Background: an optimization exercise with open tools, aiming at small area, a short achievable clock period and few clock cycles per item. Do not read the settings as production practice. Where RTL was checked, it was by simulation tests only, not by an equivalence proof against the original. Power and IR drop assume default switching activity.

==> module mm_muldiv, before the edit <==
module mm_muldiv (
    input  wire        clk,
    input  wire        rst,       
    input  wire        start,     
    input  wire [1:0]  op,
    input  wire [23:0] a_in,
    input  wire [23:0] l_in,
    input  wire [23:0] m_in,
    output wire        busy,
    output wire        done,      
    output wire [23:0] a_out,
    output wire [23:0] l_out,
    output wire        err
);
    localparam OP_SMP = 2'd1;
    localparam OP_MPM = 2'd2;
    localparam OP_DIV = 2'd3;
    localparam PH_MUL  = 3'd1;    
    localparam PH_CHK  = 3'd2;    
    localparam PH_PRE  = 3'd3;    
    localparam PH_DIV  = 3'd4;    
    localparam PH_FIX  = 3'd5;    
    localparam PH_DEN  = 3'd6;    
    reg        busy_r;
    reg [2:0]  ph;
    reg [5:0]  cnt;        
    reg [3:0]  k2;         
    reg        mf;         
    reg        ovf;        
    reg        dz;         
    reg        sgn_q;      
    reg        sgn_r;      
    reg [22:0] mr;         
    reg [23:0] r;          
    reg [23:0] q;          
    reg        c_one;      
    reg        c_two;      
    reg        c_neg;      
    reg        c_xdiv;     
    reg        c_shr;      
    reg        c_hold;     
    reg        c_rot;      
    reg        done_r;
    wire       fin_now = (ph == PH_FIX) && !r[23] && !(ovf && k2 != 4'd0);
    assign busy = busy_r & !fin_now;
    assign done = done_r | fin_now;
    wire        is_div  = (op == OP_DIV);
    wire        is_smp  = (op == OP_SMP);
    wire        m_zero  = (m_in[22:0] == 23'd0);
    wire        ld_dz   = is_div & m_zero;
    wire [23:0] r_load  = is_div ? {1'b0, (m_zero ? l_in[22:0] : a_in[22:0])} : 24'd0;
    wire [23:0] q_load  = is_smp ? {15'd0, a_in[22:14]} :
                          (is_div & !m_zero) ? {l_in[0], 1'b0, l_in[22:1]} :
                          {1'b0, a_in[22:0]};
    wire [22:0] m_load  = is_smp ? {4'd0, m_in[22:14], 10'd0} : m_in[22:0];
    wire        neg   = c_neg;
    wire [25:0] y_mag = ({26{c_one}} & {3'd0, mr}) | ({26{c_two}} & {2'd0, mr, 1'b0});
    wire [25:0] y     = y_mag ^ {26{neg}};
    wire [25:0] x     = c_xdiv ? {r[23], r, q[22]} : {{2{r[23]}}, r};
    wire [25:0] t     = x + y + {25'd0, neg};
    wire        tneg  = t[23];         
    wire        qin   = c_rot ? q[23] : (!ovf & !tneg);
    always @(posedge clk) begin
        if (!busy) begin
            r     <= r_load;
            q     <= q_load;
            mr    <= m_load;
            k2    <= 4'd0;
            mf    <= !op[0];
            ovf   <= 1'b0;
            dz    <= ld_dz;
            sgn_q <= (op == OP_MPM) ? 1'b0 : (ld_dz ? a_in[23] : a_in[23] ^ m_in[23]);
            sgn_r <= is_div & (m_zero ? l_in[23] : a_in[23]);
        end else begin
            if (c_shr) begin
                r <= t[25:2];
                q <= {t[1:0], q[23:2]};
            end else begin
                r <= t[23:0];
                if (!c_hold)
                    q <= {q[22:0], qin};
            end
            if (ph == PH_PRE && mr[22:21] == 2'b00) begin
                mr <= {mr[20:0], 2'b00};
                k2 <= k2 + 4'd1;
            end
            if (ph == PH_CHK)
                ovf <= !tneg;
        end
    end
    function [2:0] booth;    
        input b1, b0, bm;
        booth = {b0 ^ bm, (b1 & !b0 & !bm) | (!b1 & b0 & bm), b1};
    endfunction
    wire [2:0] dig_load = booth(q_load[1], q_load[0], 1'b0);
    wire [2:0] dig_next = booth(q[3], q[2], q[1]);
    wire       last     = (cnt == 6'd0);
    wire       den_next = ovf && k2 != 4'd0;
    always @(posedge clk) begin
        if (!busy) begin
            {c_one, c_two, c_neg} <= is_div ? 3'b101 : dig_load;
            c_xdiv <= 1'b0;
            c_shr  <= !is_div;
            c_hold <= 1'b0;
            c_rot  <= 1'b1;
            cnt    <= is_smp ? 6'd4 : 6'd11;
        end else begin
            cnt <= cnt - 6'd1;
            case (ph)
                PH_MUL: {c_one, c_two, c_neg} <= dig_next;
                PH_CHK: begin
                    c_neg  <= !tneg;
                    c_xdiv <= tneg;
                    c_rot  <= !tneg;
                    cnt    <= {5'b01011, !tneg};
                end
                PH_PRE: begin
                    c_neg  <= !tneg;
                    if (last) begin
                        c_xdiv <= 1'b1;
                        c_rot  <= 1'b0;
                        cnt    <= 6'd22 + {1'b0, k2, 1'b0};
                    end
                end
                PH_DIV: begin
                    c_neg  <= !tneg;
                    if (last) begin
                        {c_one, c_two, c_neg} <= {tneg, 2'b00};
                        c_xdiv <= 1'b0;
                        c_hold <= 1'b1;
                    end
                end
                PH_FIX: begin
                    {c_one, c_two, c_neg} <= 3'b000;
                    c_shr <= 1'b1;
                    cnt   <= {2'b00, k2} - 6'd1;
                end
                default: ;
            endcase
        end
    end
    always @(posedge clk) begin
        if (rst) begin
            busy_r <= 1'b0;
            done_r <= 1'b0;
            ph     <= 3'd0;
        end else begin
            done_r <= 1'b0;
            if (!busy) begin
                busy_r <= start & !ld_dz;
                done_r <= start & ld_dz;
                ph     <= (!start | ld_dz) ? 3'd0 : is_div ? PH_CHK : PH_MUL;
            end else begin
                case (ph)
                    PH_CHK: ph <= tneg ? PH_DIV : PH_PRE;
                    PH_PRE: if (last) ph <= PH_DIV;
                    PH_DIV: if (last) ph <= PH_FIX;
                    PH_FIX: begin
                        if (den_next)
                            ph <= PH_DEN;
                        else begin
                            busy_r <= 1'b0;
                            ph     <= 3'd0;
                            done_r <= 1'b1;      
                        end
                    end
                    default: if (last) begin    
                        busy_r <= 1'b0;
                        done_r <= 1'b1;
                        ph     <= 3'd0;
                    end
                endcase
            end
        end
    end
    assign a_out = {sgn_q, mf ? {r[21:0], q[23]} : (ovf ? 23'h7FFFFF : q[22:0])};
    assign l_out = {sgn_r & (dz | (r[22:0] != 23'd0)), mf ? q[22:0] : r[22:0]};
    assign err   = ovf | dz;
endmodule
==> flow/config.mk <==
export PLATFORM = sky130hd
export DESIGN_NAME = mm_muldiv
export DESIGN_NICKNAME = mm_muldiv
export VERILOG_FILES = /design/flow/design.v
export SDC_FILE = /design/flow/constraint.sdc
export NUM_CORES = 4
export LEC_CHECK = 0
export CAP_MARGIN = 20
export CORE_MARGIN = 2
export CORE_UTILIZATION = 40
export SETUP_SLACK_MARGIN = 1.5
export SLEW_MARGIN = 20
==> flow/constraint.sdc <==
create_clock -name core_clock -period 5.0 [get_ports {clk}]
set_input_delay 1.0000 -clock core_clock [delete_from_list [all_inputs] [get_ports {clk}]]
set_output_delay 1.0000 -clock core_clock [all_outputs]
set_load 0.01 [all_outputs]
standard.sh (not shown) runs the stock make flow with config.mk's settings and CLKGATE_MAP_FILE= SYNTH_SCRIPT=/design/flow/synth_recipe.tcl, a recipe that flattens the netlist after the stock synthesis.
==> flow/flow/run.sh <==
#!/bin/bash
set -euo pipefail
bash standard.sh "BUFFER_PORTS_ARGS=-buffer_cell sky130_fd_sc_hd__buf_1" finish > standard_flow.log 2>&1
Testbench counts at the start, summed over its fixed seeds: cycles 121,513, items 8,000.
Next try:
--- a/flow/design.v
+++ b/flow/design.v
@@ -51,9 +51,9 @@
     wire [23:0] r_load  = is_div ? {1'b0, (m_zero ? l_in[22:0] : a_in[22:0])} : 24'd0;
     wire [23:0] q_load  = is_smp ? {15'd0, a_in[22:14]} :
                           (is_div & !m_zero) ? {l_in[0], 1'b0, l_in[22:1]} :
                           {1'b0, a_in[22:0]};
-    wire [22:0] m_load  = is_smp ? {4'd0, m_in[22:14], 10'd0} : m_in[22:0];
+    wire [22:0] m_load  = is_smp ? {m_in[22:14], 14'd0} : m_in[22:0];
     wire        neg   = c_neg;
     wire [25:0] y_mag = ({26{c_one}} & {3'd0, mr}) | ({26{c_two}} & {2'd0, mr, 1'b0});
     wire [25:0] y     = y_mag ^ {26{neg}};
     wire [25:0] x     = c_xdiv ? {r[23], r, q[22]} : {{2{r[23]}}, r};
@@ -102,9 +102,9 @@
             c_xdiv <= 1'b0;
             c_shr  <= !is_div;
             c_hold <= 1'b0;
             c_rot  <= 1'b1;
-            cnt    <= is_smp ? 6'd4 : 6'd11;
+            cnt    <= is_smp ? 6'd6 : 6'd11;
         end else begin
             cnt <= cnt - 6'd1;
             case (ph)
                 PH_MUL: {c_one, c_two, c_neg} <= dig_next;
After rerunning:
- The new run completed with no timing, DRC or antenna violations
- utilization grows by 1.6 points
- synthesized area shrinks by 2.4%
- global-route usage shrinks by 0.98 points
- wire length shrinks by 3.2%
- cell area grows by 0.51%
- setup slack is worse by 0.15 ns
- sequential share of layout area shrinks by 0.16 points
- synthesized cell count shrinks by 5.7%
- worst hold slack is about the same
For the second run of this note, only the layout was checked, not whether the RTL still works.

The RTL this note starts from:
==> flow/design.v <==
module mm_muldiv (
    input  wire        clk,
    input  wire        rst,       
    input  wire        start,     
    input  wire [1:0]  op,
    input  wire [23:0] a_in,
    input  wire [23:0] l_in,
    input  wire [23:0] m_in,
    output wire        busy,
    output wire        done,      
    output wire [23:0] a_out,
    output wire [23:0] l_out,
    output wire        err
);
    localparam OP_SMP = 2'd1;
    localparam OP_MPM = 2'd2;
    localparam OP_DIV = 2'd3;
    localparam PH_MUL  = 3'd1;    
    localparam PH_CHK  = 3'd2;    
    localparam PH_PRE  = 3'd3;    
    localparam PH_DIV  = 3'd4;    
    localparam PH_FIX  = 3'd5;    
    localparam PH_DEN  = 3'd6;    
    reg        busy_r;
    reg [2:0]  ph;
    reg [5:0]  cnt;        
    reg [3:0]  k2;         
    reg        mf;         
    reg        ovf;        
    reg        dz;         
    reg        sgn_q;      
    reg        sgn_r;      
    reg [22:0] mr;         
    reg [23:0] r;          
    reg [23:0] q;          
    reg        c_one, c_one_h;      
    reg        c_two, c_two_h;      
    reg        c_neg, c_neg_h;      
    reg        c_xdiv, c_xdiv_h;    
    reg        c_shr;      
    reg        c_hold;     
    reg        c_rot;      
    reg        done_r;
    reg        f_fix;      
    reg        den_r;      
    wire       fin_now = f_fix & !r[23] & !den_r;
    assign busy = busy_r & !fin_now;
    assign done = done_r | fin_now;
    wire        is_div  = (op == OP_DIV);
    wire        is_smp  = (op == OP_SMP);
    wire        m_zero  = (m_in[22:0] == 23'd0);
    wire        ld_dz   = is_div & m_zero;
    wire [23:0] r_load  = is_div ? {1'b0, (m_zero ? l_in[22:0] : a_in[22:0])} : 24'd0;
    wire [23:0] q_load  = is_smp ? {15'd0, a_in[22:14]} :
                          (is_div & !m_zero) ? {l_in[0], 1'b0, l_in[22:1]} :
                          {1'b0, a_in[22:0]};
    wire [22:0] m_load  = is_smp ? {4'd0, m_in[22:14], 10'd0} : m_in[22:0];
    wire        neg   = c_neg;
    wire [25:0] b_one = {{13{c_one_h}}, {13{c_one}}};
    wire [25:0] b_two = {{13{c_two_h}}, {13{c_two}}};
    wire [25:0] b_neg = {{13{c_neg_h}}, {13{c_neg}}};
    wire [25:0] b_xd  = {{13{c_xdiv_h}}, {13{c_xdiv}}};
    wire [25:0] y_mag = (b_one & {3'd0, mr}) | (b_two & {2'd0, mr, 1'b0});
    wire [25:0] y     = y_mag ^ b_neg;
    wire [25:0] x     = (b_xd & {r[23], r, q[22]}) | (~b_xd & {{2{r[23]}}, r});
    wire [25:0] t     = x + y + {25'd0, neg};
    wire        tneg  = t[23];         
    wire        qin   = c_rot ? q[23] : (!ovf & !tneg);
    always @(posedge clk) begin
        if (!busy) begin
            r     <= r_load;
            q     <= q_load;
            mr    <= m_load;
            k2    <= 4'd0;
            den_r <= 1'b0;
            mf    <= !op[0];
            ovf   <= 1'b0;
            dz    <= ld_dz;
            sgn_q <= (op == OP_MPM) ? 1'b0 : (ld_dz ? a_in[23] : a_in[23] ^ m_in[23]);
            sgn_r <= is_div & (m_zero ? l_in[23] : a_in[23]);
        end else begin
            if (c_shr) begin
                r <= t[25:2];
                q <= {t[1:0], q[23:2]};
            end else begin
                r <= t[23:0];
                if (!c_hold)
                    q <= {q[22:0], qin};
            end
            if (ph == PH_PRE && mr[22:21] == 2'b00) begin
                mr    <= {mr[20:0], 2'b00};
                k2    <= k2 + 4'd1;
                den_r <= 1'b1;
            end
            if (ph == PH_CHK)
                ovf <= !tneg;
        end
    end
    function [2:0] booth;    
        input b1, b0, bm;
        booth = {b0 ^ bm, (b1 & !b0 & !bm) | (!b1 & b0 & bm), b1};
    endfunction
    wire [2:0] dig_load = booth(q_load[1], q_load[0], 1'b0);
    wire [2:0] dig_next = booth(q[3], q[2], q[1]);
    wire       last     = (cnt == 6'd0);
    wire       den_next = den_r;
    always @(posedge clk) begin
        if (!busy) begin
            {c_one, c_two, c_neg} <= is_div ? 3'b101 : dig_load;
            {c_one_h, c_two_h, c_neg_h} <= {3{start}} & (is_div ? 3'b101 : dig_load);
            c_xdiv <= 1'b0;
            c_xdiv_h <= !start;
            c_shr  <= !is_div;
            c_hold <= 1'b0;
            c_rot  <= 1'b1;
        end else begin
            case (ph)
                PH_MUL: begin
                    {c_one, c_two, c_neg} <= dig_next;
                    {c_one_h, c_two_h, c_neg_h} <= dig_next;
                    c_xdiv <= 1'b0;
                    c_xdiv_h <= 1'b0;
                    c_shr  <= 1'b1;
                    c_hold <= 1'b0;
                    c_rot  <= 1'b0;
                end
                PH_CHK: begin
                    {c_one, c_two, c_neg} <= {2'b10, !tneg};
                    {c_one_h, c_two_h, c_neg_h} <= {2'b10, !tneg};
                    c_xdiv <= tneg;
                    c_xdiv_h <= tneg;
                    c_shr  <= 1'b0;
                    c_hold <= 1'b0;
                    c_rot  <= !tneg;
                end
                PH_PRE: begin
                    {c_one, c_two, c_neg} <= {2'b10, !tneg};
                    {c_one_h, c_two_h, c_neg_h} <= {2'b10, !tneg};
                    c_xdiv <= last;
                    c_xdiv_h <= last;
                    c_shr  <= 1'b0;
                    c_hold <= 1'b0;
                    c_rot  <= !last;
                end
                PH_DIV: begin
                    {c_one, c_two, c_neg} <= last ? {tneg, 2'b00} : {2'b10, !tneg};
                    {c_one_h, c_two_h, c_neg_h} <= last ? {tneg, 2'b00} : {2'b10, !tneg};
                    c_xdiv <= !last;
                    c_xdiv_h <= !last;
                    c_shr  <= 1'b0;
                    c_hold <= last;
                    c_rot  <= 1'b0;
                end
                default: begin    
                    {c_one, c_two, c_neg} <= 3'b000;
                    {c_one_h, c_two_h, c_neg_h} <= 3'b000;
                    c_xdiv <= 1'b0;
                    c_xdiv_h <= 1'b0;
                    c_shr  <= 1'b1;
                    c_hold <= 1'b1;
                    c_rot  <= 1'b0;
                end
            endcase
        end
    end
    always @(posedge clk) begin
        if (!busy) begin
            cnt <= is_smp ? 6'd4 : 6'd11;
        end else begin
            cnt <= cnt - 6'd1;
            case (ph)
                PH_CHK: cnt <= {5'b01011, !tneg};
                PH_PRE: if (last) cnt <= 6'd22 + {1'b0, k2, 1'b0};
                PH_FIX: cnt <= {2'b00, k2} - 6'd1;
                default: ;
            endcase
        end
    end
    always @(posedge clk) begin
        if (rst) begin
            busy_r <= 1'b0;
            done_r <= 1'b0;
            ph     <= 3'd0;
            f_fix  <= 1'b0;
        end else begin
            done_r <= 1'b0;
            f_fix  <= busy_r && ph == PH_DIV && last;
            if (!busy) begin
                busy_r <= start & !ld_dz;
                done_r <= start & ld_dz;
                ph     <= (!start | ld_dz) ? 3'd0 : is_div ? PH_CHK : PH_MUL;
            end else begin
                case (ph)
                    PH_CHK: ph <= tneg ? PH_DIV : PH_PRE;
                    PH_PRE: if (last) ph <= PH_DIV;
                    PH_DIV: if (last) ph <= PH_FIX;
                    PH_FIX: begin
                        if (den_next)
                            ph <= PH_DEN;
                        else begin
                            busy_r <= 1'b0;
                            ph     <= 3'd0;
                            done_r <= 1'b1;      
                        end
                    end
                    default: if (last) begin    
                        busy_r <= 1'b0;
                        done_r <= 1'b1;
                        ph     <= 3'd0;
                    end
                endcase
            end
        end
    end
    assign a_out = {sgn_q, mf ? {r[21:0], q[23]} : (ovf ? 23'h7FFFFF : q[22:0])};
    assign l_out = {sgn_r & (dz | (r[22:0] != 23'd0)), mf ? q[22:0] : r[22:0]};
    assign err   = ovf | dz;
endmodule
Settings: LEC_CHECK=0, ABC_AREA=1, CAP_MARGIN=20, CORE_MARGIN=2, CORE_UTILIZATION=40, SETUP_SLACK_MARGIN=2.0, SLEW_MARGIN=20; clock period 5.0 ns.
Scripts as last shown in full above: flow/flow/run.sh
The starting point finished with timing, DRC and antenna clean.
Testbench counts at the start, summed over its fixed seeds: cycles 121,513, items 8,000.
Rerun with:
--- a/flow/design.v
+++ b/flow/design.v
@@ -33,10 +33,10 @@
     reg [22:0] mr;         
     reg [23:0] r;          
     reg [23:0] q;          
-    reg        c_one, c_one_h;      
-    reg        c_two, c_two_h;      
-    reg        c_neg, c_neg_h;      
-    reg        c_xdiv, c_xdiv_h;    
+    reg        c_one;      
+    reg        c_two;      
+    reg        c_neg;      
+    reg        c_xdiv;     
     reg        c_shr;      
     reg        c_hold;     
     reg        c_rot;      
@@ -56,13 +56,9 @@
                           {1'b0, a_in[22:0]};
     wire [22:0] m_load  = is_smp ? {4'd0, m_in[22:14], 10'd0} : m_in[22:0];
     wire        neg   = c_neg;
-    wire [25:0] b_one = {{13{c_one_h}}, {13{c_one}}};
-    wire [25:0] b_two = {{13{c_two_h}}, {13{c_two}}};
-    wire [25:0] b_neg = {{13{c_neg_h}}, {13{c_neg}}};
-    wire [25:0] b_xd  = {{13{c_xdiv_h}}, {13{c_xdiv}}};
-    wire [25:0] y_mag = (b_one & {3'd0, mr}) | (b_two & {2'd0, mr, 1'b0});
-    wire [25:0] y     = y_mag ^ b_neg;
-    wire [25:0] x     = (b_xd & {r[23], r, q[22]}) | (~b_xd & {{2{r[23]}}, r});
+    wire [25:0] y_mag = ({26{c_one}} & {3'd0, mr}) | ({26{c_two}} & {2'd0, mr, 1'b0});
+    wire [25:0] y     = y_mag ^ {26{neg}};
+    wire [25:0] x     = c_xdiv ? {r[23], r, q[22]} : {{2{r[23]}}, r};
     wire [25:0] t     = x + y + {25'd0, neg};
     wire        tneg  = t[23];         
     wire        qin   = c_rot ? q[23] : (!ovf & !tneg);
@@ -107,9 +103,7 @@
     always @(posedge clk) begin
         if (!busy) begin
             {c_one, c_two, c_neg} <= is_div ? 3'b101 : dig_load;
-            {c_one_h, c_two_h, c_neg_h} <= {3{start}} & (is_div ? 3'b101 : dig_load);
             c_xdiv <= 1'b0;
-            c_xdiv_h <= !start;
             c_shr  <= !is_div;
             c_hold <= 1'b0;
             c_rot  <= 1'b1;
@@ -117,45 +111,35 @@
             case (ph)
                 PH_MUL: begin
                     {c_one, c_two, c_neg} <= dig_next;
-                    {c_one_h, c_two_h, c_neg_h} <= dig_next;
                     c_xdiv <= 1'b0;
-                    c_xdiv_h <= 1'b0;
                     c_shr  <= 1'b1;
                     c_hold <= 1'b0;
                     c_rot  <= 1'b0;
                 end
                 PH_CHK: begin
                     {c_one, c_two, c_neg} <= {2'b10, !tneg};
-                    {c_one_h, c_two_h, c_neg_h} <= {2'b10, !tneg};
                     c_xdiv <= tneg;
-                    c_xdiv_h <= tneg;
                     c_shr  <= 1'b0;
                     c_hold <= 1'b0;
                     c_rot  <= !tneg;
                 end
                 PH_PRE: begin
                     {c_one, c_two, c_neg} <= {2'b10, !tneg};
-                    {c_one_h, c_two_h, c_neg_h} <= {2'b10, !tneg};
                     c_xdiv <= last;
-                    c_xdiv_h <= last;
                     c_shr  <= 1'b0;
                     c_hold <= 1'b0;
                     c_rot  <= !last;
                 end
                 PH_DIV: begin
                     {c_one, c_two, c_neg} <= last ? {tneg, 2'b00} : {2'b10, !tneg};
-                    {c_one_h, c_two_h, c_neg_h} <= last ? {tneg, 2'b00} : {2'b10, !tneg};
                     c_xdiv <= !last;
-                    c_xdiv_h <= !last;
                     c_shr  <= 1'b0;
                     c_hold <= last;
                     c_rot  <= 1'b0;
                 end
                 default: begin    
                     {c_one, c_two, c_neg} <= 3'b000;
-                    {c_one_h, c_two_h, c_neg_h} <= 3'b000;
                     c_xdiv <= 1'b0;
-                    c_xdiv_h <= 1'b0;
                     c_shr  <= 1'b1;
                     c_hold <= 1'b1;
                     c_rot  <= 1'b0;
Power rose by 0.74%; worst setup slack got worse by 0.092 ns; via count rose by 2.0%; sequential cell count fell by 4; global-route usage rose by 1.3 points.
For the second run of this note, only the layout was checked, not whether the RTL still works.

-- afterwards: timing with drivers on the ports --
The results above use ideal ports. As a check the final layouts listed here were re-extracted and re-timed, cells and wires unchanged. Step 1 assumes that a clkbuf_16 drives the clock port and a buf_2 every other input. Step 2 moves the port delays by t, midway between the first and last clock arrival at a register: inputs arrive t later, outputs are due t later. That takes back most of the time a late clock gives input paths. Three values: ideal, step 1, step 2; two values: the first two.
run	t (ns)	setup slack, ns	hold WS [ns]	slew at the worst register clock pin (ns)	worst slew at a driven data input, ns
the first run of note 1	0.403	1.645 / 1.645 / 1.349	0.510 / 0.510 / 0.510	0.08 / 0.08	0.05
the second run of note 1	0.402	1.492 / 1.492 / 1.200	0.507 / 0.507 / 0.507	0.08 / 0.08	0.04
the first run of note 2	0.412	2.134 / 2.089 / 1.921	0.482 / 0.482 / 0.482	0.08 / 0.08	0.04
the second run of note 2	0.407	2.042 / 2.042 / 1.995	0.520 / 0.520 / 0.520	0.09 / 0.09	0.03
After both steps setup and hold are still met in every run listed. The setup slack of the first run of note 1, which loses most, moves by 0.000 ns with the drivers and by -0.296 ns with both steps.
